Context: an optimization exercise on an open-source flow, tuned for small area, a short achievable clock period and few clock cycles per item. The choices shown serve that exercise and are no tape-out recipe. Where RTL was checked, it was by simulation tests only, not by an equivalence proof against the original. Only the layout flow was run in runs 2 and 3; the RTL was not checked for function there.

## flow/design.v (module list and top-level ports; edited modules follow where they fit)
// module sb_xor: 1 lines
// module sb_xnor: 1 lines
// module sb_and: 1 lines
// module aes_sbox: 141 lines
// module aes_sbox_k: 146 lines
// module aes_dec_mix: 257 lines
// module aes_enc_mix: 174 lines
// module aes256_cbc: 206 lines
module aes256_cbc #(
  parameter [127:0] IV0 = 128'h0102030405060708090a0b0c0d0e0f10
) (
  input  wire         clk,
  input  wire         rst,         
  input  wire         in_valid,
  output wire         in_ready,
  input  wire [1:0]   in_op,
  input  wire         in_first,
  input  wire [127:0] in_data,
  input  wire [255:0] in_key,
  output wire         out_valid,
  input  wire         out_ready,
  output wire [127:0] out_data,
  output wire [1:0]   out_err
);
  // ...
==> flow/run.sh <==
#!/bin/bash
# synth_recipe.tcl (not shown) runs the flow's synth.tcl, then flattens the netlist and writes it again
# the make line also repeats each setting of config.mk as NAME=value (left out here)
make -C /OpenROAD-flow-scripts/flow DESIGN_CONFIG=/design/flow/config.mk WORK_HOME=/design/flow/orfs CLKGATE_MAP_FILE= SYNTH_SCRIPT=/design/flow/synth_recipe.tcl finish
==> flow/config.mk <==
export PLATFORM = sky130hd
export DESIGN_NAME = aes256_cbc
export DESIGN_NICKNAME = aes256_cbc
export VERILOG_FILES = /design/flow/design.v
export SDC_FILE = /design/flow/constraint.sdc
export NUM_CORES = 8
export LEC_CHECK = 0
export CAP_MARGIN = 20
export CORE_MARGIN = 2
export CORE_UTILIZATION = 45
export PLACE_DENSITY = 0.6
export SETUP_SLACK_MARGIN = 2.5
export SLEW_MARGIN = 20
export SYNTH_HIERARCHICAL = 1
export SYNTH_MINIMUM_KEEP_SIZE = 0
==> flow/constraint.sdc <==
create_clock -name core_clock -period 11.0 [get_ports {clk}]
set_input_delay 2.2000 -clock core_clock [delete_from_list [all_inputs] [get_ports {clk}]]
set_output_delay 2.2000 -clock core_clock [all_outputs]
set_load 0.01 [all_outputs]
==> results.cfg, run 1 <==
[critical_path]
crit_arrival_ns = 8.74
cp_data_required_time_ns = 11.51
cp-start-kind = flop
cp_common_cell = xor2_1
endpoint_kind = flop

[logic_synthesis]
yosys-mux-area-fraction_pct = 6.45
ys.flop_type = edfxtp_1
seq_area_frac_synth_pct = 30.7
synthDistinctLibCells = 76
synthAdderAreaFrac_pct = 0.0570
synth.most_common_cell = xor2_1
synthCells = 11700
synth_top_family_by_area = XOR/XNOR gates
synth_commonest_cells = xor2_1 (3642), xnor2_1 (892), nor2_1 (857)

[cts]
cts_sinks = 1296
post_cts_buffers = 1
cts.path.max_buffers = 3
clkLatencyLatePin_ns = 0.85
cts_buffers = 155
cts_root_buffer = clkbuf_16

[drt]
drc_errors = 0
wl_per_cell_um = 32.3
drtIter0Drc = 9537
top_layer = met5
vias = 85600

[floorplanning]
core_region_area_sq_mm = 0.243
n_tap_cell = 3202

[timing]
fin_crit_sh_pct = 74.8
slew_violations = 0
whs_ns = 0.432
hold_viol_final = 0

[status]
status = timing/DRC/antenna clean

[finish]
final.clkbuf_count = 189
final-seq-area_sq_mm = 0.0337
n_all_buffers = 862
nFlopsAndLatches = 1296

[grt]
antenna_found_initial = 47
grt_max_degree = 210
grt_pass1_wl_um = 662000

[place]
pre_cts_ws_ns = 1.89

[worst_hold_path]
whs_endpoint = kn[80]
Testbench counts, summed over its fixed seeds: cycles 11,896, items 842.
==> module aes_sbox, before the edit <==
module aes_sbox (input wire [7:0] a, output wire [7:0] y);
  wire [7:0] x = a;
  wire U0 = x[7];
  wire U1 = x[6];
  wire U2 = x[5];
  wire U3 = x[4];
  wire U4 = x[3];
  wire U5 = x[2];
  wire U6 = x[1];
  wire U7 = x[0];
  wire T1; sb_xor g0 (.a(U0), .b(U3), .y(T1));
  wire T2; sb_xor g1 (.a(U0), .b(U5), .y(T2));
  wire T3; sb_xor g2 (.a(U0), .b(U6), .y(T3));
  wire T4; sb_xor g3 (.a(U3), .b(U5), .y(T4));
  wire T5; sb_xor g4 (.a(U4), .b(U6), .y(T5));
  wire T6; sb_xor g5 (.a(T1), .b(T5), .y(T6));
  wire T7; sb_xor g6 (.a(U1), .b(U2), .y(T7));
  wire T8; sb_xor g7 (.a(U7), .b(T6), .y(T8));
  wire T9; sb_xor g8 (.a(U7), .b(T7), .y(T9));
  wire T10; sb_xor g9 (.a(T6), .b(T7), .y(T10));
  wire T11; sb_xor g10 (.a(U1), .b(U5), .y(T11));
  wire T12; sb_xor g11 (.a(U2), .b(U5), .y(T12));
  wire T13; sb_xor g12 (.a(T3), .b(T4), .y(T13));
  wire T14; sb_xor g13 (.a(T6), .b(T11), .y(T14));
  wire T15; sb_xor g14 (.a(T5), .b(T11), .y(T15));
  wire T16; sb_xor g15 (.a(T5), .b(T12), .y(T16));
  wire T17; sb_xor g16 (.a(T9), .b(T16), .y(T17));
  wire T18; sb_xor g17 (.a(U3), .b(U7), .y(T18));
  wire T19; sb_xor g18 (.a(T7), .b(T18), .y(T19));
  wire T20; sb_xor g19 (.a(T1), .b(T19), .y(T20));
  wire T21; sb_xor g20 (.a(U6), .b(U7), .y(T21));
  wire T22; sb_xor g21 (.a(T7), .b(T21), .y(T22));
  wire T23; sb_xor g22 (.a(T2), .b(T22), .y(T23));
  wire T24; sb_xor g23 (.a(T2), .b(T10), .y(T24));
  wire T25; sb_xor g24 (.a(T20), .b(T17), .y(T25));
  wire T26; sb_xor g25 (.a(T3), .b(T16), .y(T26));
  wire T27; sb_xor g26 (.a(T1), .b(T12), .y(T27));
  wire M1; sb_and g27 (.a(T13), .b(T6), .y(M1));
  wire M2; sb_and g28 (.a(T23), .b(T8), .y(M2));
  wire M3; sb_xor g29 (.a(T14), .b(M1), .y(M3));
  wire M4; sb_and g30 (.a(T19), .b(U7), .y(M4));
  wire M5; sb_xor g31 (.a(M4), .b(M1), .y(M5));
  wire M6; sb_and g32 (.a(T3), .b(T16), .y(M6));
  wire M7; sb_and g33 (.a(T22), .b(T9), .y(M7));
  wire M8; sb_xor g34 (.a(T26), .b(M6), .y(M8));
  wire M9; sb_and g35 (.a(T20), .b(T17), .y(M9));
  wire M10; sb_xor g36 (.a(M9), .b(M6), .y(M10));
  wire M11; sb_and g37 (.a(T1), .b(T15), .y(M11));
  wire M12; sb_and g38 (.a(T4), .b(T27), .y(M12));
  wire M13; sb_xor g39 (.a(M12), .b(M11), .y(M13));
  wire M14; sb_and g40 (.a(T2), .b(T10), .y(M14));
  wire M15; sb_xor g41 (.a(M14), .b(M11), .y(M15));
  wire M16; sb_xor g42 (.a(M3), .b(M2), .y(M16));
  wire M17; sb_xor g43 (.a(M5), .b(T24), .y(M17));
  wire M18; sb_xor g44 (.a(M8), .b(M7), .y(M18));
  wire M19; sb_xor g45 (.a(M10), .b(M15), .y(M19));
  wire M20; sb_xor g46 (.a(M16), .b(M13), .y(M20));
  wire M21; sb_xor g47 (.a(M17), .b(M15), .y(M21));
  wire M22; sb_xor g48 (.a(M18), .b(M13), .y(M22));
  wire M23; sb_xor g49 (.a(M19), .b(T25), .y(M23));
  wire M24; sb_xor g50 (.a(M22), .b(M23), .y(M24));
  wire M25; sb_and g51 (.a(M22), .b(M20), .y(M25));
  wire M26; sb_xor g52 (.a(M21), .b(M25), .y(M26));
  wire M27; sb_xor g53 (.a(M20), .b(M21), .y(M27));
  wire M28; sb_xor g54 (.a(M23), .b(M25), .y(M28));
  wire M29; sb_and g55 (.a(M28), .b(M27), .y(M29));
  wire M30; sb_and g56 (.a(M26), .b(M24), .y(M30));
  wire M31; sb_and g57 (.a(M20), .b(M23), .y(M31));
  wire M32; sb_and g58 (.a(M27), .b(M31), .y(M32));
  wire M33; sb_xor g59 (.a(M27), .b(M25), .y(M33));
  wire M34; sb_and g60 (.a(M21), .b(M22), .y(M34));
  wire M35; sb_and g61 (.a(M24), .b(M34), .y(M35));
  wire M36; sb_xor g62 (.a(M24), .b(M25), .y(M36));
  wire M37; sb_xor g63 (.a(M21), .b(M29), .y(M37));
  wire M38; sb_xor g64 (.a(M32), .b(M33), .y(M38));
  wire M39; sb_xor g65 (.a(M23), .b(M30), .y(M39));
  wire M40; sb_xor g66 (.a(M35), .b(M36), .y(M40));
  wire M41; sb_xor g67 (.a(M38), .b(M40), .y(M41));
  wire M42; sb_xor g68 (.a(M37), .b(M39), .y(M42));
  wire M43; sb_xor g69 (.a(M37), .b(M38), .y(M43));
  wire M44; sb_xor g70 (.a(M39), .b(M40), .y(M44));
  wire M45; sb_xor g71 (.a(M42), .b(M41), .y(M45));
  wire M46; sb_and g72 (.a(M44), .b(T6), .y(M46));
  wire M47; sb_and g73 (.a(M40), .b(T8), .y(M47));
  wire M48; sb_and g74 (.a(M39), .b(U7), .y(M48));
  wire M49; sb_and g75 (.a(M43), .b(T16), .y(M49));
  wire M50; sb_and g76 (.a(M38), .b(T9), .y(M50));
  wire M51; sb_and g77 (.a(M37), .b(T17), .y(M51));
  wire M52; sb_and g78 (.a(M42), .b(T15), .y(M52));
  wire M53; sb_and g79 (.a(M45), .b(T27), .y(M53));
  wire M54; sb_and g80 (.a(M41), .b(T10), .y(M54));
  wire M55; sb_and g81 (.a(M44), .b(T13), .y(M55));
  wire M56; sb_and g82 (.a(M40), .b(T23), .y(M56));
  wire M57; sb_and g83 (.a(M39), .b(T19), .y(M57));
  wire M58; sb_and g84 (.a(M43), .b(T3), .y(M58));
  wire M59; sb_and g85 (.a(M38), .b(T22), .y(M59));
  wire M60; sb_and g86 (.a(M37), .b(T20), .y(M60));
  wire M61; sb_and g87 (.a(M42), .b(T1), .y(M61));
  wire M62; sb_and g88 (.a(M45), .b(T4), .y(M62));
  wire M63; sb_and g89 (.a(M41), .b(T2), .y(M63));
  wire L0; sb_xor g90 (.a(M61), .b(M62), .y(L0));
  wire L1; sb_xor g91 (.a(M50), .b(M56), .y(L1));
  wire L2; sb_xor g92 (.a(M46), .b(M48), .y(L2));
  wire L3; sb_xor g93 (.a(M47), .b(M55), .y(L3));
  wire L4; sb_xor g94 (.a(M54), .b(M58), .y(L4));
  wire L5; sb_xor g95 (.a(M49), .b(M61), .y(L5));
  wire L6; sb_xor g96 (.a(M62), .b(L5), .y(L6));
  wire L7; sb_xor g97 (.a(M46), .b(L3), .y(L7));
  wire L8; sb_xor g98 (.a(M51), .b(M59), .y(L8));
  wire L9; sb_xor g99 (.a(M52), .b(M53), .y(L9));
  wire L10; sb_xor g100 (.a(M53), .b(L4), .y(L10));
  wire L11; sb_xor g101 (.a(M60), .b(L2), .y(L11));
  wire L12; sb_xor g102 (.a(M48), .b(M51), .y(L12));
  wire L13; sb_xor g103 (.a(M50), .b(L0), .y(L13));
  wire L14; sb_xor g104 (.a(M52), .b(M61), .y(L14));
  wire L15; sb_xor g105 (.a(M55), .b(L1), .y(L15));
  wire L16; sb_xor g106 (.a(M56), .b(L0), .y(L16));
  wire L17; sb_xor g107 (.a(M57), .b(L1), .y(L17));
  wire L18; sb_xor g108 (.a(M58), .b(L8), .y(L18));
  wire L19; sb_xor g109 (.a(M63), .b(L4), .y(L19));
  wire L20; sb_xor g110 (.a(L0), .b(L1), .y(L20));
  wire L21; sb_xor g111 (.a(L1), .b(L7), .y(L21));
  wire L22; sb_xor g112 (.a(L3), .b(L12), .y(L22));
  wire L23; sb_xor g113 (.a(L18), .b(L2), .y(L23));
  wire L24; sb_xor g114 (.a(L15), .b(L9), .y(L24));
  wire L25; sb_xor g115 (.a(L6), .b(L10), .y(L25));
  wire L26; sb_xor g116 (.a(L7), .b(L9), .y(L26));
  wire L27; sb_xor g117 (.a(L8), .b(L10), .y(L27));
  wire L28; sb_xor g118 (.a(L11), .b(L14), .y(L28));
  wire L29; sb_xor g119 (.a(L11), .b(L17), .y(L29));
  wire S0; sb_xor g120 (.a(L6), .b(L24), .y(S0));
  wire S1; sb_xnor g121 (.a(L16), .b(L26), .y(S1));
  wire S2; sb_xnor g122 (.a(L19), .b(L28), .y(S2));
  wire S3; sb_xor g123 (.a(L6), .b(L21), .y(S3));
  wire S4; sb_xor g124 (.a(L20), .b(L22), .y(S4));
  wire S5; sb_xor g125 (.a(L25), .b(L29), .y(S5));
  wire S6; sb_xnor g126 (.a(L13), .b(L27), .y(S6));
  wire S7; sb_xnor g127 (.a(L6), .b(L23), .y(S7));
  wire [7:0] s = {S0, S1, S2, S3, S4, S5, S6, S7};
  assign y = s;
endmodule
==> module aes_sbox_k, before the edit <==
module aes_sbox_k (input wire [7:0] a, input wire [7:0] k, output wire [7:0] y);
  wire [7:0] x = a;
  wire U0 = x[7];
  wire U1 = x[6];
  wire U2 = x[5];
  wire U3 = x[4];
  wire U4 = x[3];
  wire U5 = x[2];
  wire U6 = x[1];
  wire U7 = x[0];
  wire T1; sb_xor g0 (.a(U0), .b(U3), .y(T1));
  wire T2; sb_xor g1 (.a(U0), .b(U5), .y(T2));
  wire T3; sb_xor g2 (.a(U0), .b(U6), .y(T3));
  wire T4; sb_xor g3 (.a(U3), .b(U5), .y(T4));
  wire T5; sb_xor g4 (.a(U4), .b(U6), .y(T5));
  wire T6; sb_xor g5 (.a(T1), .b(T5), .y(T6));
  wire T7; sb_xor g6 (.a(U1), .b(U2), .y(T7));
  wire T8; sb_xor g7 (.a(U7), .b(T6), .y(T8));
  wire T9; sb_xor g8 (.a(U7), .b(T7), .y(T9));
  wire T10; sb_xor g9 (.a(T6), .b(T7), .y(T10));
  wire T11; sb_xor g10 (.a(U1), .b(U5), .y(T11));
  wire T12; sb_xor g11 (.a(U2), .b(U5), .y(T12));
  wire T13; sb_xor g12 (.a(T3), .b(T4), .y(T13));
  wire T14; sb_xor g13 (.a(T6), .b(T11), .y(T14));
  wire T15; sb_xor g14 (.a(T5), .b(T11), .y(T15));
  wire T16; sb_xor g15 (.a(T5), .b(T12), .y(T16));
  wire T17; sb_xor g16 (.a(T9), .b(T16), .y(T17));
  wire T18; sb_xor g17 (.a(U3), .b(U7), .y(T18));
  wire T19; sb_xor g18 (.a(T7), .b(T18), .y(T19));
  wire T20; sb_xor g19 (.a(T1), .b(T19), .y(T20));
  wire T21; sb_xor g20 (.a(U6), .b(U7), .y(T21));
  wire T22; sb_xor g21 (.a(T7), .b(T21), .y(T22));
  wire T23; sb_xor g22 (.a(T2), .b(T22), .y(T23));
  wire T24; sb_xor g23 (.a(T2), .b(T10), .y(T24));
  wire T25; sb_xor g24 (.a(T20), .b(T17), .y(T25));
  wire T26; sb_xor g25 (.a(T3), .b(T16), .y(T26));
  wire T27; sb_xor g26 (.a(T1), .b(T12), .y(T27));
  wire M1; sb_and g27 (.a(T13), .b(T6), .y(M1));
  wire M2; sb_and g28 (.a(T23), .b(T8), .y(M2));
  wire M3; sb_xor g29 (.a(T14), .b(M1), .y(M3));
  wire M4; sb_and g30 (.a(T19), .b(U7), .y(M4));
  wire M5; sb_xor g31 (.a(M4), .b(M1), .y(M5));
  wire M6; sb_and g32 (.a(T3), .b(T16), .y(M6));
  wire M7; sb_and g33 (.a(T22), .b(T9), .y(M7));
  wire M8; sb_xor g34 (.a(T26), .b(M6), .y(M8));
  wire M9; sb_and g35 (.a(T20), .b(T17), .y(M9));
  wire M10; sb_xor g36 (.a(M9), .b(M6), .y(M10));
  wire M11; sb_and g37 (.a(T1), .b(T15), .y(M11));
  wire M12; sb_and g38 (.a(T4), .b(T27), .y(M12));
  wire M13; sb_xor g39 (.a(M12), .b(M11), .y(M13));
  wire M14; sb_and g40 (.a(T2), .b(T10), .y(M14));
  wire M15; sb_xor g41 (.a(M14), .b(M11), .y(M15));
  wire M16; sb_xor g42 (.a(M3), .b(M2), .y(M16));
  wire M17; sb_xor g43 (.a(M5), .b(T24), .y(M17));
  wire M18; sb_xor g44 (.a(M8), .b(M7), .y(M18));
  wire M19; sb_xor g45 (.a(M10), .b(M15), .y(M19));
  wire M20; sb_xor g46 (.a(M16), .b(M13), .y(M20));
  wire M21; sb_xor g47 (.a(M17), .b(M15), .y(M21));
  wire M22; sb_xor g48 (.a(M18), .b(M13), .y(M22));
  wire M23; sb_xor g49 (.a(M19), .b(T25), .y(M23));
  wire M24; sb_xor g50 (.a(M22), .b(M23), .y(M24));
  wire M25; sb_and g51 (.a(M22), .b(M20), .y(M25));
  wire M26; sb_xor g52 (.a(M21), .b(M25), .y(M26));
  wire M27; sb_xor g53 (.a(M20), .b(M21), .y(M27));
  wire M28; sb_xor g54 (.a(M23), .b(M25), .y(M28));
  wire M29; sb_and g55 (.a(M28), .b(M27), .y(M29));
  wire M30; sb_and g56 (.a(M26), .b(M24), .y(M30));
  wire M31; sb_and g57 (.a(M20), .b(M23), .y(M31));
  wire M32; sb_and g58 (.a(M27), .b(M31), .y(M32));
  wire M33; sb_xor g59 (.a(M27), .b(M25), .y(M33));
  wire M34; sb_and g60 (.a(M21), .b(M22), .y(M34));
  wire M35; sb_and g61 (.a(M24), .b(M34), .y(M35));
  wire M36; sb_xor g62 (.a(M24), .b(M25), .y(M36));
  wire M37; sb_xor g63 (.a(M21), .b(M29), .y(M37));
  wire M38; sb_xor g64 (.a(M32), .b(M33), .y(M38));
  wire M39; sb_xor g65 (.a(M23), .b(M30), .y(M39));
  wire M40; sb_xor g66 (.a(M35), .b(M36), .y(M40));
  wire M41; sb_xor g67 (.a(M38), .b(M40), .y(M41));
  wire M42; sb_xor g68 (.a(M37), .b(M39), .y(M42));
  wire M43; sb_xor g69 (.a(M37), .b(M38), .y(M43));
  wire M44; sb_xor g70 (.a(M39), .b(M40), .y(M44));
  wire M45; sb_xor g71 (.a(M42), .b(M41), .y(M45));
  wire M46; sb_and g72 (.a(M44), .b(T6), .y(M46));
  wire M47; sb_and g73 (.a(M40), .b(T8), .y(M47));
  wire M48; sb_and g74 (.a(M39), .b(U7), .y(M48));
  wire M49; sb_and g75 (.a(M43), .b(T16), .y(M49));
  wire M50; sb_and g76 (.a(M38), .b(T9), .y(M50));
  wire M51; sb_and g77 (.a(M37), .b(T17), .y(M51));
  wire M52; sb_and g78 (.a(M42), .b(T15), .y(M52));
  wire M53; sb_and g79 (.a(M45), .b(T27), .y(M53));
  wire M54; sb_and g80 (.a(M41), .b(T10), .y(M54));
  wire M55; sb_and g81 (.a(M44), .b(T13), .y(M55));
  wire M56; sb_and g82 (.a(M40), .b(T23), .y(M56));
  wire M57; sb_and g83 (.a(M39), .b(T19), .y(M57));
  wire M58; sb_and g84 (.a(M43), .b(T3), .y(M58));
  wire M59; sb_and g85 (.a(M38), .b(T22), .y(M59));
  wire M60; sb_and g86 (.a(M37), .b(T20), .y(M60));
  wire M61; sb_and g87 (.a(M42), .b(T1), .y(M61));
  wire M62; sb_and g88 (.a(M45), .b(T4), .y(M62));
  wire M63; sb_and g89 (.a(M41), .b(T2), .y(M63));
  wire b26; sb_xor h26 (.a(M61), .b(M62), .y(b26));
  wire b27; sb_xor h27 (.a(M50), .b(M56), .y(b27));
  wire b28; sb_xor h28 (.a(M53), .b(b26), .y(b28));
  wire b29; sb_xor h29 (.a(M46), .b(M58), .y(b29));
  wire b30; sb_xor h30 (.a(M49), .b(b27), .y(b30));
  wire b31; sb_xor h31 (.a(M47), .b(M55), .y(b31));
  wire b32; sb_xor h32 (.a(M48), .b(M51), .y(b32));
  wire b33; sb_xor h33 (.a(M48), .b(M60), .y(b33));
  wire b34; sb_xor h34 (.a(M54), .b(b33), .y(b34));
  wire b35; sb_xor h35 (.a(b29), .b(b34), .y(b35));
  wire b36; sb_xor h36 (.a(M46), .b(b31), .y(b36));
  wire b37; sb_xor h37 (.a(b26), .b(b32), .y(b37));
  wire b38; sb_xor h38 (.a(M51), .b(M59), .y(b38));
  wire b39; sb_xor h39 (.a(M50), .b(k[1]), .y(b39));
  wire b40; sb_xor h40 (.a(M59), .b(k[0]), .y(b40));
  wire b41; sb_xor h41 (.a(M57), .b(k[2]), .y(b41));
  wire b42; sb_xor h42 (.a(M56), .b(k[6]), .y(b42));
  wire b43; sb_xor h43 (.a(M52), .b(M55), .y(b43));
  wire b44; sb_xor h44 (.a(M52), .b(b42), .y(b44));
  wire b45; sb_xor h45 (.a(M54), .b(b39), .y(b45));
  wire b46; sb_xor h46 (.a(M58), .b(b38), .y(b46));
  wire b47; sb_xor h47 (.a(M61), .b(M63), .y(b47));
  wire b48; sb_xor h48 (.a(M49), .b(b40), .y(b48));
  wire b49; sb_xor h49 (.a(k[3]), .b(b27), .y(b49));
  wire b50; sb_xor h50 (.a(M52), .b(k[5]), .y(b50));
  wire b51; sb_xor h51 (.a(b29), .b(b48), .y(b51));
  wire b52; sb_xor h52 (.a(b47), .b(b50), .y(b52));
  wire b53; sb_xor h53 (.a(b30), .b(b43), .y(b53));
  wire b54; sb_xor h54 (.a(b31), .b(b49), .y(b54));
  wire b55; sb_xor h55 (.a(b45), .b(b46), .y(b55));
  wire b56; sb_xor h56 (.a(b30), .b(b41), .y(b56));
  wire b57; sb_xor h57 (.a(k[4]), .b(b30), .y(b57));
  wire b58; sb_xor h58 (.a(b26), .b(b36), .y(b58));
  wire b59; sb_xnor h59 (.a(b35), .b(b52), .y(b59));
  wire b60; sb_xor h60 (.a(b35), .b(b56), .y(b60));
  wire b61; sb_xor h61 (.a(b36), .b(b44), .y(b61));
  wire b62; sb_xor h62 (.a(k[7]), .b(b53), .y(b62));
  wire b63; sb_xnor h63 (.a(b28), .b(b61), .y(b63));
  wire b64; sb_xor h64 (.a(b28), .b(b60), .y(b64));
  wire b65; sb_xor h65 (.a(b28), .b(b62), .y(b65));
  wire b66; sb_xnor h66 (.a(b28), .b(b55), .y(b66));
  wire b67; sb_xor h67 (.a(b37), .b(b54), .y(b67));
  wire b68; sb_xor h68 (.a(b57), .b(b58), .y(b68));
  wire b69; sb_xnor h69 (.a(b37), .b(b51), .y(b69));
  assign y = {b65, b63, b59, b68, b67, b64, b66, b69};
endmodule
==> run 2, diff against run 1 <==
--- a/flow/design.v
+++ b/flow/design.v
@@ -3,12 +3,37 @@
 module sb_and  (input wire a, input wire b, output wire y); assign y = a & b;    endmodule
+module sb_inv4 (input wire m20, input wire m21, input wire m22, input wire m23,
+                output wire m37, output wire m38, output wire m39, output wire m40, output wire m41,
+                output wire m42, output wire m43, output wire m44, output wire m45);
+  wire m24 = m22 ^ m23;
+  wire m25 = m22 & m20;
+  wire m26 = m21 ^ m25;
+  wire m27 = m20 ^ m21;
+  wire m28 = m23 ^ m25;
+  wire m29 = m28 & m27;
+  wire m30 = m26 & m24;
+  wire m31 = m20 & m23;
+  wire m32 = m27 & m31;
+  wire m33 = m27 ^ m25;
+  wire m34 = m21 & m22;
+  wire m35 = m24 & m34;
+  wire m36 = m24 ^ m25;
+  assign m37 = m21 ^ m29;
+  assign m38 = m32 ^ m33;
+  assign m39 = m23 ^ m30;
+  assign m40 = m35 ^ m36;
+  assign m41 = m38 ^ m40;
+  assign m42 = m37 ^ m39;
+  assign m43 = m37 ^ m38;
+  assign m44 = m39 ^ m40;
+  assign m45 = m42 ^ m41;
+endmodule
 module aes_sbox (input wire [7:0] a, output wire [7:0] y);
-  wire [7:0] x = a;
-  wire U0 = x[7];
-  wire U1 = x[6];
-  wire U2 = x[5];
-  wire U3 = x[4];
-  wire U4 = x[3];
-  wire U5 = x[2];
-  wire U6 = x[1];
-  wire U7 = x[0];
+  wire U0 = a[7];
+  wire U1 = a[6];
+  wire U2 = a[5];
+  wire U3 = a[4];
+  wire U4 = a[3];
+  wire U5 = a[2];
+  wire U6 = a[1];
+  wire U7 = a[0];
   wire T1; sb_xor g0 (.a(U0), .b(U3), .y(T1));
@@ -63,93 +88,68 @@
   wire M23; sb_xor g49 (.a(M19), .b(T25), .y(M23));
-  wire M24; sb_xor g50 (.a(M22), .b(M23), .y(M24));
-  wire M25; sb_and g51 (.a(M22), .b(M20), .y(M25));
-  wire M26; sb_xor g52 (.a(M21), .b(M25), .y(M26));
-  wire M27; sb_xor g53 (.a(M20), .b(M21), .y(M27));
-  wire M28; sb_xor g54 (.a(M23), .b(M25), .y(M28));
-  wire M29; sb_and g55 (.a(M28), .b(M27), .y(M29));
-  wire M30; sb_and g56 (.a(M26), .b(M24), .y(M30));
-  wire M31; sb_and g57 (.a(M20), .b(M23), .y(M31));
-  wire M32; sb_and g58 (.a(M27), .b(M31), .y(M32));
-  wire M33; sb_xor g59 (.a(M27), .b(M25), .y(M33));
-  wire M34; sb_and g60 (.a(M21), .b(M22), .y(M34));
-  wire M35; sb_and g61 (.a(M24), .b(M34), .y(M35));
-  wire M36; sb_xor g62 (.a(M24), .b(M25), .y(M36));
-  wire M37; sb_xor g63 (.a(M21), .b(M29), .y(M37));
-  wire M38; sb_xor g64 (.a(M32), .b(M33), .y(M38));
-  wire M39; sb_xor g65 (.a(M23), .b(M30), .y(M39));
-  wire M40; sb_xor g66 (.a(M35), .b(M36), .y(M40));
-  wire M41; sb_xor g67 (.a(M38), .b(M40), .y(M41));
-  wire M42; sb_xor g68 (.a(M37), .b(M39), .y(M42));
-  wire M43; sb_xor g69 (.a(M37), .b(M38), .y(M43));
-  wire M44; sb_xor g70 (.a(M39), .b(M40), .y(M44));
-  wire M45; sb_xor g71 (.a(M42), .b(M41), .y(M45));
-  wire M46; sb_and g72 (.a(M44), .b(T6), .y(M46));
-  wire M47; sb_and g73 (.a(M40), .b(T8), .y(M47));
-  wire M48; sb_and g74 (.a(M39), .b(U7), .y(M48));
-  wire M49; sb_and g75 (.a(M43), .b(T16), .y(M49));
-  wire M50; sb_and g76 (.a(M38), .b(T9), .y(M50));
-  wire M51; sb_and g77 (.a(M37), .b(T17), .y(M51));
-  wire M52; sb_and g78 (.a(M42), .b(T15), .y(M52));
-  wire M53; sb_and g79 (.a(M45), .b(T27), .y(M53));
-  wire M54; sb_and g80 (.a(M41), .b(T10), .y(M54));
-  wire M55; sb_and g81 (.a(M44), .b(T13), .y(M55));
-  wire M56; sb_and g82 (.a(M40), .b(T23), .y(M56));
-  wire M57; sb_and g83 (.a(M39), .b(T19), .y(M57));
-  wire M58; sb_and g84 (.a(M43), .b(T3), .y(M58));
-  wire M59; sb_and g85 (.a(M38), .b(T22), .y(M59));
-  wire M60; sb_and g86 (.a(M37), .b(T20), .y(M60));
-  wire M61; sb_and g87 (.a(M42), .b(T1), .y(M61));
-  wire M62; sb_and g88 (.a(M45), .b(T4), .y(M62));
-  wire M63; sb_and g89 (.a(M41), .b(T2), .y(M63));
-  wire L0; sb_xor g90 (.a(M61), .b(M62), .y(L0));
-  wire L1; sb_xor g91 (.a(M50), .b(M56), .y(L1));
-  wire L2; sb_xor g92 (.a(M46), .b(M48), .y(L2));
-  wire L3; sb_xor g93 (.a(M47), .b(M55), .y(L3));
-  wire L4; sb_xor g94 (.a(M54), .b(M58), .y(L4));
-  wire L5; sb_xor g95 (.a(M49), .b(M61), .y(L5));
-  wire L6; sb_xor g96 (.a(M62), .b(L5), .y(L6));
-  wire L7; sb_xor g97 (.a(M46), .b(L3), .y(L7));
-  wire L8; sb_xor g98 (.a(M51), .b(M59), .y(L8));
-  wire L9; sb_xor g99 (.a(M52), .b(M53), .y(L9));
-  wire L10; sb_xor g100 (.a(M53), .b(L4), .y(L10));
-  wire L11; sb_xor g101 (.a(M60), .b(L2), .y(L11));
-  wire L12; sb_xor g102 (.a(M48), .b(M51), .y(L12));
-  wire L13; sb_xor g103 (.a(M50), .b(L0), .y(L13));
-  wire L14; sb_xor g104 (.a(M52), .b(M61), .y(L14));
-  wire L15; sb_xor g105 (.a(M55), .b(L1), .y(L15));
-  wire L16; sb_xor g106 (.a(M56), .b(L0), .y(L16));
-  wire L17; sb_xor g107 (.a(M57), .b(L1), .y(L17));
-  wire L18; sb_xor g108 (.a(M58), .b(L8), .y(L18));
-  wire L19; sb_xor g109 (.a(M63), .b(L4), .y(L19));
-  wire L20; sb_xor g110 (.a(L0), .b(L1), .y(L20));
-  wire L21; sb_xor g111 (.a(L1), .b(L7), .y(L21));
-  wire L22; sb_xor g112 (.a(L3), .b(L12), .y(L22));
-  wire L23; sb_xor g113 (.a(L18), .b(L2), .y(L23));
-  wire L24; sb_xor g114 (.a(L15), .b(L9), .y(L24));
-  wire L25; sb_xor g115 (.a(L6), .b(L10), .y(L25));
-  wire L26; sb_xor g116 (.a(L7), .b(L9), .y(L26));
-  wire L27; sb_xor g117 (.a(L8), .b(L10), .y(L27));
-  wire L28; sb_xor g118 (.a(L11), .b(L14), .y(L28));
-  wire L29; sb_xor g119 (.a(L11), .b(L17), .y(L29));
-  wire S0; sb_xor g120 (.a(L6), .b(L24), .y(S0));
-  wire S1; sb_xnor g121 (.a(L16), .b(L26), .y(S1));
-  wire S2; sb_xnor g122 (.a(L19), .b(L28), .y(S2));
-  wire S3; sb_xor g123 (.a(L6), .b(L21), .y(S3));
-  wire S4; sb_xor g124 (.a(L20), .b(L22), .y(S4));
-  wire S5; sb_xor g125 (.a(L25), .b(L29), .y(S5));
-  wire S6; sb_xnor g126 (.a(L13), .b(L27), .y(S6));
-  wire S7; sb_xnor g127 (.a(L6), .b(L23), .y(S7));
-  wire [7:0] s = {S0, S1, S2, S3, S4, S5, S6, S7};
-  assign y = s;
+  wire M24, M25, M26, M27, M28, M29, M30, M31, M32, M33, M34, M35, M36, M37, M38, M39, M40, M41, M42, M43, M44, M45;
+  sb_inv4 u_inv (.m20(M20), .m21(M21), .m22(M22), .m23(M23), .m37(M37), .m38(M38), .m39(M39),
+                 .m40(M40), .m41(M41), .m42(M42), .m43(M43), .m44(M44), .m45(M45));
+  wire M46; sb_and p0 (.a(M44), .b(T6), .y(M46));
+  wire M47; sb_and p1 (.a(M40), .b(T8), .y(M47));
+  wire M48; sb_and p2 (.a(M39), .b(U7), .y(M48));
+  wire M49; sb_and p3 (.a(M43), .b(T16), .y(M49));
+  wire M50; sb_and p4 (.a(M38), .b(T9), .y(M50));
+  wire M51; sb_and p5 (.a(M37), .b(T17), .y(M51));
+  wire M52; sb_and p6 (.a(M42), .b(T15), .y(M52));
+  wire M53; sb_and p7 (.a(M45), .b(T27), .y(M53));
+  wire M54; sb_and p8 (.a(M41), .b(T10), .y(M54));
+  wire M55; sb_and p9 (.a(M44), .b(T13), .y(M55));
+  wire M56; sb_and p10 (.a(M40), .b(T23), .y(M56));
+  wire M57; sb_and p11 (.a(M39), .b(T19), .y(M57));
+  wire M58; sb_and p12 (.a(M43), .b(T3), .y(M58));
+  wire M59; sb_and p13 (.a(M38), .b(T22), .y(M59));
+  wire M60; sb_and p14 (.a(M37), .b(T20), .y(M60));
+  wire M61; sb_and p15 (.a(M42), .b(T1), .y(M61));
+  wire M62; sb_and p16 (.a(M45), .b(T4), .y(M62));
+  wire M63; sb_and p17 (.a(M41), .b(T2), .y(M63));
+  wire b18; sb_xor h18 (.a(M61), .b(M62), .y(b18));
+  wire b19; sb_xor h19 (.a(M50), .b(b18), .y(b19));
+  wire b20; sb_xor h20 (.a(M55), .b(M56), .y(b20));
+  wire b21; sb_xor h21 (.a(M48), .b(M58), .y(b21));
+  wire b22; sb_xor h22 (.a(M46), .b(M49), .y(b22));
+  wire b23; sb_xor h23 (.a(M47), .b(b20), .y(b23));
+  wire b24; sb_xor h24 (.a(M53), .b(b19), .y(b24));
+  wire b25; sb_xor h25 (.a(M51), .b(M59), .y(b25));
+  wire b26; sb_xor h26 (.a(M46), .b(M52), .y(b26));
+  wire b27; sb_xor h27 (.a(M54), .b(M60), .y(b27));
+  wire b28; sb_xor h28 (.a(b21), .b(b27), .y(b28));
+  wire b29; sb_xor h29 (.a(b19), .b(b23), .y(b29));
+  wire b30; sb_xor h30 (.a(M56), .b(M57), .y(b30));
+  wire b31; sb_xor h31 (.a(M48), .b(M51), .y(b31));
+  wire b32; sb_xor h32 (.a(M54), .b(M58), .y(b32));
+  wire b33; sb_xor h33 (.a(M61), .b(M63), .y(b33));
+  wire b34; sb_xor h34 (.a(M49), .b(M52), .y(b34));
+  wire b35; sb_xor h35 (.a(b20), .b(b34), .y(b35));
+  wire b36; sb_xor h36 (.a(b18), .b(b26), .y(b36));
+  wire b37; sb_xor h37 (.a(b18), .b(b25), .y(b37));
+  wire b38; sb_xor h38 (.a(b21), .b(b22), .y(b38));
+  wire b39; sb_xor h39 (.a(b22), .b(b30), .y(b39));
+  wire b40; sb_xor h40 (.a(b25), .b(b32), .y(b40));
+  wire b41; sb_xor h41 (.a(b26), .b(b33), .y(b41));
+  wire b42; sb_xnor h42 (.a(b28), .b(b41), .y(b42));
+  wire b43; sb_xnor h43 (.a(b37), .b(b38), .y(b43));
+  wire b44; sb_xor h44 (.a(b23), .b(b36), .y(b44));
+  wire b45; sb_xor h45 (.a(b28), .b(b39), .y(b45));
+  wire b46; sb_xor h46 (.a(b24), .b(b45), .y(b46));
+  wire b47; sb_xor h47 (.a(b24), .b(b35), .y(b47));
+  wire b48; sb_xnor h48 (.a(b24), .b(b40), .y(b48));
+  wire b49; sb_xor h49 (.a(b29), .b(b31), .y(b49));
+  wire b50; sb_xor h50 (.a(b22), .b(b29), .y(b50));
+  wire b51; sb_xnor h51 (.a(M53), .b(b44), .y(b51));
+  assign y = {b47, b51, b42, b50, b49, b46, b48, b43};
 endmodule
 module aes_sbox_k (input wire [7:0] a, input wire [7:0] k, output wire [7:0] y);
-  wire [7:0] x = a;
-  wire U0 = x[7];
-  wire U1 = x[6];
-  wire U2 = x[5];
-  wire U3 = x[4];
-  wire U4 = x[3];
-  wire U5 = x[2];
-  wire U6 = x[1];
-  wire U7 = x[0];
+  wire U0 = a[7];
+  wire U1 = a[6];
+  wire U2 = a[5];
+  wire U3 = a[4];
+  wire U4 = a[3];
+  wire U5 = a[2];
+  wire U6 = a[1];
+  wire U7 = a[0];
   wire T1; sb_xor g0 (.a(U0), .b(U3), .y(T1));
@@ -204,87 +204,67 @@
   wire M23; sb_xor g49 (.a(M19), .b(T25), .y(M23));
-  wire M24; sb_xor g50 (.a(M22), .b(M23), .y(M24));
-  wire M25; sb_and g51 (.a(M22), .b(M20), .y(M25));
-  wire M26; sb_xor g52 (.a(M21), .b(M25), .y(M26));
-  wire M27; sb_xor g53 (.a(M20), .b(M21), .y(M27));
-  wire M28; sb_xor g54 (.a(M23), .b(M25), .y(M28));
-  wire M29; sb_and g55 (.a(M28), .b(M27), .y(M29));
-  wire M30; sb_and g56 (.a(M26), .b(M24), .y(M30));
-  wire M31; sb_and g57 (.a(M20), .b(M23), .y(M31));
-  wire M32; sb_and g58 (.a(M27), .b(M31), .y(M32));
-  wire M33; sb_xor g59 (.a(M27), .b(M25), .y(M33));
-  wire M34; sb_and g60 (.a(M21), .b(M22), .y(M34));
-  wire M35; sb_and g61 (.a(M24), .b(M34), .y(M35));
-  wire M36; sb_xor g62 (.a(M24), .b(M25), .y(M36));
-  wire M37; sb_xor g63 (.a(M21), .b(M29), .y(M37));
-  wire M38; sb_xor g64 (.a(M32), .b(M33), .y(M38));
-  wire M39; sb_xor g65 (.a(M23), .b(M30), .y(M39));
-  wire M40; sb_xor g66 (.a(M35), .b(M36), .y(M40));
-  wire M41; sb_xor g67 (.a(M38), .b(M40), .y(M41));
-  wire M42; sb_xor g68 (.a(M37), .b(M39), .y(M42));
-  wire M43; sb_xor g69 (.a(M37), .b(M38), .y(M43));
-  wire M44; sb_xor g70 (.a(M39), .b(M40), .y(M44));
-  wire M45; sb_xor g71 (.a(M42), .b(M41), .y(M45));
-  wire M46; sb_and g72 (.a(M44), .b(T6), .y(M46));
-  wire M47; sb_and g73 (.a(M40), .b(T8), .y(M47));
-  wire M48; sb_and g74 (.a(M39), .b(U7), .y(M48));
-  wire M49; sb_and g75 (.a(M43), .b(T16), .y(M49));
-  wire M50; sb_and g76 (.a(M38), .b(T9), .y(M50));
-  wire M51; sb_and g77 (.a(M37), .b(T17), .y(M51));
-  wire M52; sb_and g78 (.a(M42), .b(T15), .y(M52));
-  wire M53; sb_and g79 (.a(M45), .b(T27), .y(M53));
-  wire M54; sb_and g80 (.a(M41), .b(T10), .y(M54));
-  wire M55; sb_and g81 (.a(M44), .b(T13), .y(M55));
-  wire M56; sb_and g82 (.a(M40), .b(T23), .y(M56));
-  wire M57; sb_and g83 (.a(M39), .b(T19), .y(M57));
-  wire M58; sb_and g84 (.a(M43), .b(T3), .y(M58));
-  wire M59; sb_and g85 (.a(M38), .b(T22), .y(M59));
-  wire M60; sb_and g86 (.a(M37), .b(T20), .y(M60));
-  wire M61; sb_and g87 (.a(M42), .b(T1), .y(M61));
-  wire M62; sb_and g88 (.a(M45), .b(T4), .y(M62));
-  wire M63; sb_and g89 (.a(M41), .b(T2), .y(M63));
+  wire M24, M25, M26, M27, M28, M29, M30, M31, M32, M33, M34, M35, M36, M37, M38, M39, M40, M41, M42, M43, M44, M45;
+  sb_inv4 u_inv (.m20(M20), .m21(M21), .m22(M22), .m23(M23), .m37(M37), .m38(M38), .m39(M39),
+                 .m40(M40), .m41(M41), .m42(M42), .m43(M43), .m44(M44), .m45(M45));
+  wire M46; sb_and p0 (.a(M44), .b(T6), .y(M46));
+  wire M47; sb_and p1 (.a(M40), .b(T8), .y(M47));
+  wire M48; sb_and p2 (.a(M39), .b(U7), .y(M48));
+  wire M49; sb_and p3 (.a(M43), .b(T16), .y(M49));
+  wire M50; sb_and p4 (.a(M38), .b(T9), .y(M50));
+  wire M51; sb_and p5 (.a(M37), .b(T17), .y(M51));
+  wire M52; sb_and p6 (.a(M42), .b(T15), .y(M52));
+  wire M53; sb_and p7 (.a(M45), .b(T27), .y(M53));
+  wire M54; sb_and p8 (.a(M41), .b(T10), .y(M54));
+  wire M55; sb_and p9 (.a(M44), .b(T13), .y(M55));
+  wire M56; sb_and p10 (.a(M40), .b(T23), .y(M56));
+  wire M57; sb_and p11 (.a(M39), .b(T19), .y(M57));
+  wire M58; sb_and p12 (.a(M43), .b(T3), .y(M58));
+  wire M59; sb_and p13 (.a(M38), .b(T22), .y(M59));
+  wire M60; sb_and p14 (.a(M37), .b(T20), .y(M60));
+  wire M61; sb_and p15 (.a(M42), .b(T1), .y(M61));
+  wire M62; sb_and p16 (.a(M45), .b(T4), .y(M62));
+  wire M63; sb_and p17 (.a(M41), .b(T2), .y(M63));
   wire b26; sb_xor h26 (.a(M61), .b(M62), .y(b26));
-  wire b27; sb_xor h27 (.a(M50), .b(M56), .y(b27));
-  wire b28; sb_xor h28 (.a(M53), .b(b26), .y(b28));
-  wire b29; sb_xor h29 (.a(M46), .b(M58), .y(b29));
-  wire b30; sb_xor h30 (.a(M49), .b(b27), .y(b30));
-  wire b31; sb_xor h31 (.a(M47), .b(M55), .y(b31));
-  wire b32; sb_xor h32 (.a(M48), .b(M51), .y(b32));
-  wire b33; sb_xor h33 (.a(M48), .b(M60), .y(b33));
-  wire b34; sb_xor h34 (.a(M54), .b(b33), .y(b34));
-  wire b35; sb_xor h35 (.a(b29), .b(b34), .y(b35));
-  wire b36; sb_xor h36 (.a(M46), .b(b31), .y(b36));
-  wire b37; sb_xor h37 (.a(b26), .b(b32), .y(b37));
-  wire b38; sb_xor h38 (.a(M51), .b(M59), .y(b38));
-  wire b39; sb_xor h39 (.a(M50), .b(k[1]), .y(b39));
-  wire b40; sb_xor h40 (.a(M59), .b(k[0]), .y(b40));
-  wire b41; sb_xor h41 (.a(M57), .b(k[2]), .y(b41));
-  wire b42; sb_xor h42 (.a(M56), .b(k[6]), .y(b42));
-  wire b43; sb_xor h43 (.a(M52), .b(M55), .y(b43));
-  wire b44; sb_xor h44 (.a(M52), .b(b42), .y(b44));
-  wire b45; sb_xor h45 (.a(M54), .b(b39), .y(b45));
-  wire b46; sb_xor h46 (.a(M58), .b(b38), .y(b46));
-  wire b47; sb_xor h47 (.a(M61), .b(M63), .y(b47));
-  wire b48; sb_xor h48 (.a(M49), .b(b40), .y(b48));
-  wire b49; sb_xor h49 (.a(k[3]), .b(b27), .y(b49));
-  wire b50; sb_xor h50 (.a(M52), .b(k[5]), .y(b50));
-  wire b51; sb_xor h51 (.a(b29), .b(b48), .y(b51));
-  wire b52; sb_xor h52 (.a(b47), .b(b50), .y(b52));
-  wire b53; sb_xor h53 (.a(b30), .b(b43), .y(b53));
-  wire b54; sb_xor h54 (.a(b31), .b(b49), .y(b54));
-  wire b55; sb_xor h55 (.a(b45), .b(b46), .y(b55));
-  wire b56; sb_xor h56 (.a(b30), .b(b41), .y(b56));
-  wire b57; sb_xor h57 (.a(k[4]), .b(b30), .y(b57));
-  wire b58; sb_xor h58 (.a(b26), .b(b36), .y(b58));
-  wire b59; sb_xnor h59 (.a(b35), .b(b52), .y(b59));
-  wire b60; sb_xor h60 (.a(b35), .b(b56), .y(b60));
-  wire b61; sb_xor h61 (.a(b36), .b(b44), .y(b61));
-  wire b62; sb_xor h62 (.a(k[7]), .b(b53), .y(b62));
-  wire b63; sb_xnor h63 (.a(b28), .b(b61), .y(b63));
-  wire b64; sb_xor h64 (.a(b28), .b(b60), .y(b64));
-  wire b65; sb_xor h65 (.a(b28), .b(b62), .y(b65));
-  wire b66; sb_xnor h66 (.a(b28), .b(b55), .y(b66));
-  wire b67; sb_xor h67 (.a(b37), .b(b54), .y(b67));
-  wire b68; sb_xor h68 (.a(b57), .b(b58), .y(b68));
-  wire b69; sb_xnor h69 (.a(b37), .b(b51), .y(b69));
-  assign y = {b65, b63, b59, b68, b67, b64, b66, b69};
+  wire b27; sb_xor h27 (.a(M56), .b(b26), .y(b27));
+  wire b28; sb_xor h28 (.a(M55), .b(b27), .y(b28));
+  wire b29; sb_xor h29 (.a(M54), .b(M58), .y(b29));
+  wire b30; sb_xor h30 (.a(M46), .b(M49), .y(b30));
+  wire b31; sb_xor h31 (.a(M50), .b(M53), .y(b31));
+  wire b32; sb_xor h32 (.a(M48), .b(M60), .y(b32));
+  wire b33; sb_xor h33 (.a(M46), .b(M52), .y(b33));
+  wire b34; sb_xor h34 (.a(M47), .b(M50), .y(b34));
+  wire b35; sb_xor h35 (.a(M48), .b(M51), .y(b35));
+  wire b36; sb_xor h36 (.a(b29), .b(b31), .y(b36));
+  wire b37; sb_xor h37 (.a(M59), .b(b26), .y(b37));
+  wire b38; sb_xor h38 (.a(M49), .b(M52), .y(b38));
+  wire b39; sb_xor h39 (.a(M47), .b(M53), .y(b39));
+  wire b40; sb_xor h40 (.a(M61), .b(M63), .y(b40));
+  wire b41; sb_xor h41 (.a(M51), .b(k[1]), .y(b41));
+  wire b42; sb_xor h42 (.a(M57), .b(k[2]), .y(b42));
+  wire b43; sb_xor h43 (.a(M58), .b(k[0]), .y(b43));
+  wire b44; sb_xor h44 (.a(b30), .b(b34), .y(b44));
+  wire b45; sb_xor h45 (.a(b29), .b(b33), .y(b45));
+  wire b46; sb_xor h46 (.a(b31), .b(b38), .y(b46));
+  wire b47; sb_xor h47 (.a(b30), .b(b42), .y(b47));
+  wire b48; sb_xor h48 (.a(b34), .b(b35), .y(b48));
+  wire b49; sb_xor h49 (.a(b32), .b(b40), .y(b49));
+  wire b50; sb_xor h50 (.a(b30), .b(b35), .y(b50));
+  wire b51; sb_xor h51 (.a(b33), .b(b39), .y(b51));
+  wire b52; sb_xor h52 (.a(b27), .b(b47), .y(b52));
+  wire b53; sb_xor h53 (.a(b37), .b(b50), .y(b53));
+  wire b54; sb_xor h54 (.a(b36), .b(b37), .y(b54));
+  wire b55; sb_xor h55 (.a(b45), .b(b49), .y(b55));
+  wire b56; sb_xor h56 (.a(b32), .b(b36), .y(b56));
+  wire b57; sb_xor h57 (.a(k[3]), .b(b48), .y(b57));
+  wire b58; sb_xor h58 (.a(k[4]), .b(b44), .y(b58));
+  wire b59; sb_xor h59 (.a(k[7]), .b(b46), .y(b59));
+  wire b60; sb_xor h60 (.a(k[6]), .b(b51), .y(b60));
+  wire b61; sb_xnor h61 (.a(b28), .b(b60), .y(b61));
+  wire b62; sb_xor h62 (.a(b52), .b(b56), .y(b62));
+  wire b63; sb_xor h63 (.a(b28), .b(b58), .y(b63));
+  wire b64; sb_xor h64 (.a(b28), .b(b59), .y(b64));
+  wire b65; sb_xor h65 (.a(b28), .b(b57), .y(b65));
+  wire b66; sb_xnor h66 (.a(b41), .b(b54), .y(b66));
+  wire b67; sb_xnor h67 (.a(b43), .b(b53), .y(b67));
+  wire b68; sb_xnor h68 (.a(k[5]), .b(b55), .y(b68));
+  assign y = {b64, b61, b68, b63, b65, b62, b66, b67};
 endmodule
--- a/flow/config.mk
+++ b/flow/config.mk
@@ -11,3 +11,3 @@
 export PLACE_DENSITY = 0.6
-export SETUP_SLACK_MARGIN = 2.5
+export SETUP_SLACK_MARGIN = 3
 export SLEW_MARGIN = 20
==> run 2 against run 1 <==
Still clean. Die area rose by 0.74%. Design area rose by 1.0%. Global-route usage rose by 0.74 points. Via count rose by 4.1%. Routed wire length rose by 3.1%. Critical path type unchanged. Largest cell class unchanged. Highest routed layer unchanged.
==> results.cfg, run 2 <==
[status]
status = timing/DRC/antenna clean

[logic_synthesis]
yosys-top-cells-area = xor2_1 (26%), edfxtp_1 (21%), dfxtp_1 (9.4%)
yosysWarnings = 7
synth_edf_count = 779
synthCells = 12000
synthDistinctLibCells = 81
ys.flop_type = edfxtp_1
seq_area_frac_synth_pct = 30.5
yosysTopAreaCell = xor2_1
synth-seq-cells = 1296
netlist.area_leader.share_pct = 26.2
syn-num-nets = 12400
avgSynthCellArea_sq_um = 9.25
synthArstFlopShare_pct = 0
synth_commonest_cells = xor2_1 (3310), xnor2_1 (912), nor2_1 (897)
syn-cell-area_sq_mm = 0.111
synth.most_common_cell = xor2_1

[floorplanning]
core_region_area_sq_mm = 0.245
die_x_um = 500
io_pins = 523
start_util_pct = 45.1
die_y_um = 500
die_area_sq_mm = 0.250
rows = 182

[critical_path]
reg2reg_depth = 23
cp_data_required_time_ns = 11.68
crit_chain = xor2_2 > xor2_1 > xor2_1 > and2_1 > xor2_1 > xor2_1 > xor2_2 > nand2_1 > o2111ai_1 > nand2_1 > and2_1 > xor2_1 > xor2_2 > xor2_1 > xor2_2 > buf_4 > xor2_1 > xor2_1 > xor2_2 > xor2_1 > xor2_1 > mux2i_1 > o221ai_1
r2r_setup_slack_ns = 3.20
cp_common_cell = xor2_1
endpoint_kind = flop
cp_slowest_stage_delay_ns = 0.58
crit_arrival_ns = 8.48
critical_path_peak_fanout = 11
crit_slowest_cell = o221ai_1
rr_startpoint = state[52]
worstReg2RegEnd = state[12]
cp-start-kind = flop
crit_type = flop to flop

[cts]
cts_root_buffer = clkbuf_16
h-tree-depth = 4
cts.path.max_buffers = 3
holdBufCountCts = 0
clk_pin_slew_ns = 0.06
cts_tree = done
cts_buffers = 158
cts_sinks = 1296
clkLatencyLatePin_ns = 0.88

[grt]
overflow = 0
grt_pass1_vias = 84700
gr-usage-all-layers_pct = 38.6
gr-usage-met1_pct = 51.8
gr-usage-met2_pct = 55.5
met3_usage_pct = 11.1
top_usage_layer = met2
grt_max_degree = 198
grt_pass1_wl_um = 676000
antenna_found_initial = 35

[place]
dp_hpwl_um = 382000
dp_cells = 14900
port_buffers = 522
gp_congestion = 1.05

[run]
max_cap_viol_count = 0

[finish]
final_nets = 12300
layout_common_cells = xor2_1 (3081), nor2_1 (892), xnor2_1 (862)
instances_no_fill = 15200
final_common_cell = xor2_1
synthToLayoutAreaGrowth_pct = 12.7
reg_top3 = k0 x256, kn x256, w x256
drive_gt1_share_pct = 10.6

[drt]
drt-total-wl_um = 499000
viasPerCell = 5.85
drtIter0Drc = 11000
vias = 89100
final_antenna_net_count = 0
wl_per_cell_um = 32.8
drc_errors = 0
dr.pass1.iters = 6

[timing]
min_period_ns = 7.80
worst_slew_pin_slew_ns = 1.27
setup_viol = 0
rsz0062_at_grt = true
fmaxAchievable_ghz = 0.128
whs_ns = 0.428
slew_violations = 0
hold_viol_final = 0
relSlewSlack_pct = 12.8
fin_crit_sh_pct = 70.9
tns_ns = 0
finalClockSkew_ns = 0.0515

[worst_hold_path]
min_path_cells = 0
min_from = err[1]
whs_endpoint = oerr[1]
hold_class = flop to flop
-- run 2: changes by cell type in the layout (fill, tap and decap cells not counted), sizes merged, moves of 58 or more --
| cell | change |
|---|---|
| a21oi | +120 |
| and2 | -140 |
| xor2 | -332 |
| inv | +58 |
-- run 2: worst max-delay path: cells and delay by family, from the launching register on --
family | cells | cell delay, ns
mux | 1 | 0.13
simple gates | 4 | 0.73
xor+xnor | 15 | 4.94
compound gates | 2 | 0.83
flops | 1 | 0.53
buf+inv | 1 | 0.43
-- run 2: kinds of logic after synthesis --
group | synth area share (%)
buffers and inverters | 6.16
multiplexers | 6.40
AND/OR/NAND/NOR | 11.8
adder cells (fa/ha/maj) | 0.0565
XOR/XNOR | 35.0
flip-flops | 30.5
AO/OA/AOI/OAI | 10.1
-- run 2: worst max-delay path by stage --
| stage | from | endpoint | slack, ns | cells after the start |
|---|---|---|---|---|
| final | state[52] | state[12] | 3.20 | 23 |
| after global routing | state[52] | state[27] | 2.88 | 25 |
| after CTS | state[116] | state[92] | 2.99 | 26 |
| after detailed placement | state[116] | state[92] | 2.02 | 25 |
| after global placement | state[119] | state[92] | 1.95 | 25 |
| after floorplan | dec | kn[0] | 3.01 | 5 |
-- run 2: Yosys stat by module (local to each module, per instance), a selection --
module       times used  flops+latches
aes_sbox_k           16              0
sb_and              540              0
sb_xor             2952              0
sb_inv4              20              0
sb_xnor             144              0
aes_sbox              4              0
aes_enc_mix           4              0
aes_dec_mix           4              0
-- run 2: timing repair --
action / in CTS / in global routing
cloned: 0 / 0
endpoints found under the setup margin: 116 / 165
resized for setup: 85 / 145
setup buffers: 2 / 9
pin swaps: 1 / 10
hold endpoints to repair: 0 / 0
-- run 2: metrics by stage --
step	util [%]	cell area, sq um	setup slack [ns]
2_1_floorplan	-	111000	3.01
3_3_place_gp	47.8	117000	1.95
3_5_place_dp	47.8	117000	2.02
4_1_cts	50.3	123000	2.99
5_1_grt	50.8	125000	2.88
6_report	50.9	125000	3.20
-- run 2: final cells by class --
class                   count  area (sq um)
clock inverters            95          1180
well taps                3220          4030
inverters                 102           402
clock buffers             202          4300
fillers                 22700        121000
flip-flops and latches   1296         33800
repair buffers            891          8230
diodes                      9          22.5
multi-input cells        9419         72800
-- run 2: routing by layer --
layer	share of wire [%]	wire length [um]
met2	41	205000
met5	0.0026	13
met4	6.4	32100
met1	41	206000
met3	11	56100
==> run 3, diff against run 2 <==
--- a/flow/config.mk
+++ b/flow/config.mk
@@ -11,3 +11,3 @@
 export PLACE_DENSITY = 0.6
-export SETUP_SLACK_MARGIN = 3
+export SETUP_SLACK_MARGIN = 4
 export SLEW_MARGIN = 20
==> run 3 against run 2 <==
First-iteration DRC count increased by 3.6%. Sequential cell count unchanged. Critical path type unchanged. Design area grew 4.1%. Highest routed layer unchanged. Maximum frequency grew 12%.
==> results.cfg, run 3 <==
[logic_synthesis]
syn-cell-area_sq_mm = 0.111
avgSynthCellArea_sq_um = 9.25
yosysTopAreaCell = xor2_1
synthArstFlopShare_pct = 0
synth_edf_count = 779
synthCells = 12000
synthDistinctLibCells = 81
synth.most_common_cell = xor2_1
synth_commonest_cells = xor2_1 (3310), xnor2_1 (912), nor2_1 (897)
netlist.area_leader.share_pct = 26.2
yosys-top-cells-area = xor2_1 (26%), edfxtp_1 (21%), dfxtp_1 (9.4%)
seq_area_frac_synth_pct = 30.5
yosysWarnings = 7
syn-num-nets = 12400
synth-seq-cells = 1296
ys.flop_type = edfxtp_1

[floorplanning]
rows = 182
core_region_area_sq_mm = 0.245
start_util_pct = 45.1
io_pins = 523
die_x_um = 500
die_y_um = 500
die_area_sq_mm = 0.250

[timing]
finalClockSkew_ns = 0.0728
hold_viol_final = 0
whs_ns = 0.434
min_period_ns = 6.97
slew_violations = 0
fmaxAchievable_ghz = 0.143
relSlewSlack_pct = 19.1
setup_viol = 0
fin_crit_sh_pct = 63.4
rsz0062_at_grt = true
worst_slew_pin_slew_ns = 1.19
tns_ns = 0

[critical_path]
crit_path_start = state[65]
critical_path_peak_fanout = 11
cp_slowest_stage_delay_ns = 0.59
crit_arrival_ns = 7.59
rr_startpoint = state[65]
crit_chain = xor2_2 > xor2_1 > xor2_1 > and2_1 > xor2_1 > xor2_1 > xor2_2 > buf_4 > or2_4 > a32oi_1 > and2_1 > xor2_1 > xor2_1 > xor2_1 > xor2_2 > buf_4 > xor2_2 > xor2_1 > xor2_1 > xor2_1 > mux2i_1 > nor2_1 > a21oi_1 > o21ai_0
crit_type = flop to flop
cp_common_cell = xor2_1
r2r_setup_slack_ns = 4.03
cp_data_required_time_ns = 11.62
timing.critical_path.buf_inv = 2
reg2reg_depth = 24
worstReg2RegEnd = state[119]
path_delay_family = XOR/XNOR gates
cp-start-kind = flop
crit_slowest_cell = dfxtp_1
endpoint_kind = flop

[worst_hold_path]
min_from = w[82]
whs_endpoint = kn[82]
hold_class = flop to flop
min_path_cells = 0

[finish]
layout_common_cells = xor2_1 (2801), nor2_1 (893), xnor2_1 (844)
final_common_cell = xor2_1
multi_input_area_sq_mm = 0.0770
final_nets = 12400
drive_gt1_share_pct = 14.3
reg_top3 = k0 x256, kn x256, w x256
synthToLayoutAreaGrowth_pct = 17.4
finish.utilization_pct = 53.0
instances_no_fill = 15400
fill_cells = 22200
final-seq-area_sq_mm = 0.0338

[cts]
cts.path.max_buffers = 3
cts_tree = done
cts_root_buffer = clkbuf_16
cts_buffers = 153
clkLatencyLatePin_ns = 0.88
h-tree-depth = 4
cts_sinks = 1296
clk_pin_slew_ns = 0.06

[drt]
drc_errors = 0
vias = 89600
drt-total-wl_um = 487000
drtIter0Drc = 11400
final_antenna_net_count = 0
viasPerCell = 5.83
dr.pass1.iters = 7
wl_per_cell_um = 31.7

[grt]
gr-usage-all-layers_pct = 37.6
antenna_found_initial = 40
grt_pass1_vias = 85400
grt_pass1_wl_um = 664000
grt_max_degree = 150
overflow = 0

[place]
dp_cells = 14900
dp_hpwl_um = 370000
port_buffers = 522
gp_congestion = 1.04

[run]
max_cap_viol_count = 0

[status]
status = timing/DRC/antenna clean
-- run 3: cell type report --
cell class	instances	area share [%]
clock buffer	210	3.26
antenna	18	0.0347
timing repair buffer	1018	7.29
tap	3220	3.10
sequential	1296	26.0
multi-input combinational	9420	59.3
clock inverter	76	0.723
inverter	102	0.309
-- run 3: kinds of logic after synthesis --
logic type	Yosys count	share of synthesized area, %
multiplexers	639	6.40
AO/OA/AOI/OAI	1739	10.1
adder cells (fa/ha/maj)	5	0.0565
flip-flops	1296	30.5
AND/OR/NAND/NOR	2709	11.8
buffers and inverters	1244	6.16
XOR/XNOR	4327	35.0
-- run 3: timing repair --
item / in CTS / in global routing
endpoints found under the hold margin: 0 / 0
setup endpoints to repair: 357 / 206
setup buffers: 54 / 95
hold buffers: 0 / 0
gates cloned: 0 / 2
pin swaps: 44 / 104
gates resized for setup: 405 / 406
-- run 3: worst max path at each step --
stage,slack (ns),cells past startpoint,end
floorplan,3.05,5,kn[0]
global placement,1.92,25,state[92]
detailed placement,2.17,25,state[92]
CTS,3.88,27,state[92]
global route,3.90,28,w[27]
finish,4.03,24,state[119]
-- run 3: layer usage --
metal	GRT usage, %	up-vias	part of all wire (%)
li1	-	39300	-
met1	49.5	44000	40
met2	54.0	5234	41
met3	10.9	1052	12
met4	22.9	6	7.3
met5	0	-	0.0090
-- run 3: per-stage QoR --
step | setup slack (ns) | instance area [sq um]
global placement | 1.92 | 117000
floorplan | 3.05 | 111000
CTS | 3.88 | 126000
detailed placement | 2.17 | 117000
global route | 3.90 | 130000
finish | 4.03 | 130000
-- run 3: worst register-to-register path: cells and delay by family, from the launching register on --
kind                   cells  cell delay, ns
AO/OA/AOI/OAI              3            0.65
XOR/XNOR                  14            3.89
buffers and inverters      2            0.61
flip-flops                 1            0.59
multiplexers               1            0.25
AND/OR/NAND/NOR            4            0.78
-- run 3: Yosys stat by module (local to each module, per instance), a selection --
module | flops+latches | cells
aes256_cbc | 1296 | 7187
aes_enc_mix | 0 | 32
aes_sbox | 0 | 8
aes_sbox_k | 0 | 8
sb_and | 0 | 1
sb_xnor | 0 | 1

==> separate check: timing with driven ports <==
Ports are ideal in the flow. The routed layouts listed here were re-timed in OpenROAD.
Step 1 assumes that a clkbuf_16 drives the clock port and a buf_2 every other input.
Step 2 also shifts input and output timing later by t, the mid clock arrival at the registers, as if the neighbouring blocks saw the same clock.
a / b / c = no drivers / after step 1 / after step 2; a / b = the first two.
run	shift t [ns]	setup slack, ns	worst setup path after step 2	clock arrival spread, ns	pins driven straight from the clock port
run 1	0.932	2.773 / 2.773 / 2.773	register to register	0.060 / 0.060	1
run 2	0.955	3.197 / 3.197 / 3.197	register to register	0.056 / 0.056	1
run 3	0.947	4.026 / 4.026 / 3.651	input to register	0.075 / 0.076	1
After both steps every run listed still meets setup and hold. For run 3, which loses most, drivers alone change the setup slack by 0.000 ns; drivers and shift together by -0.375 ns.
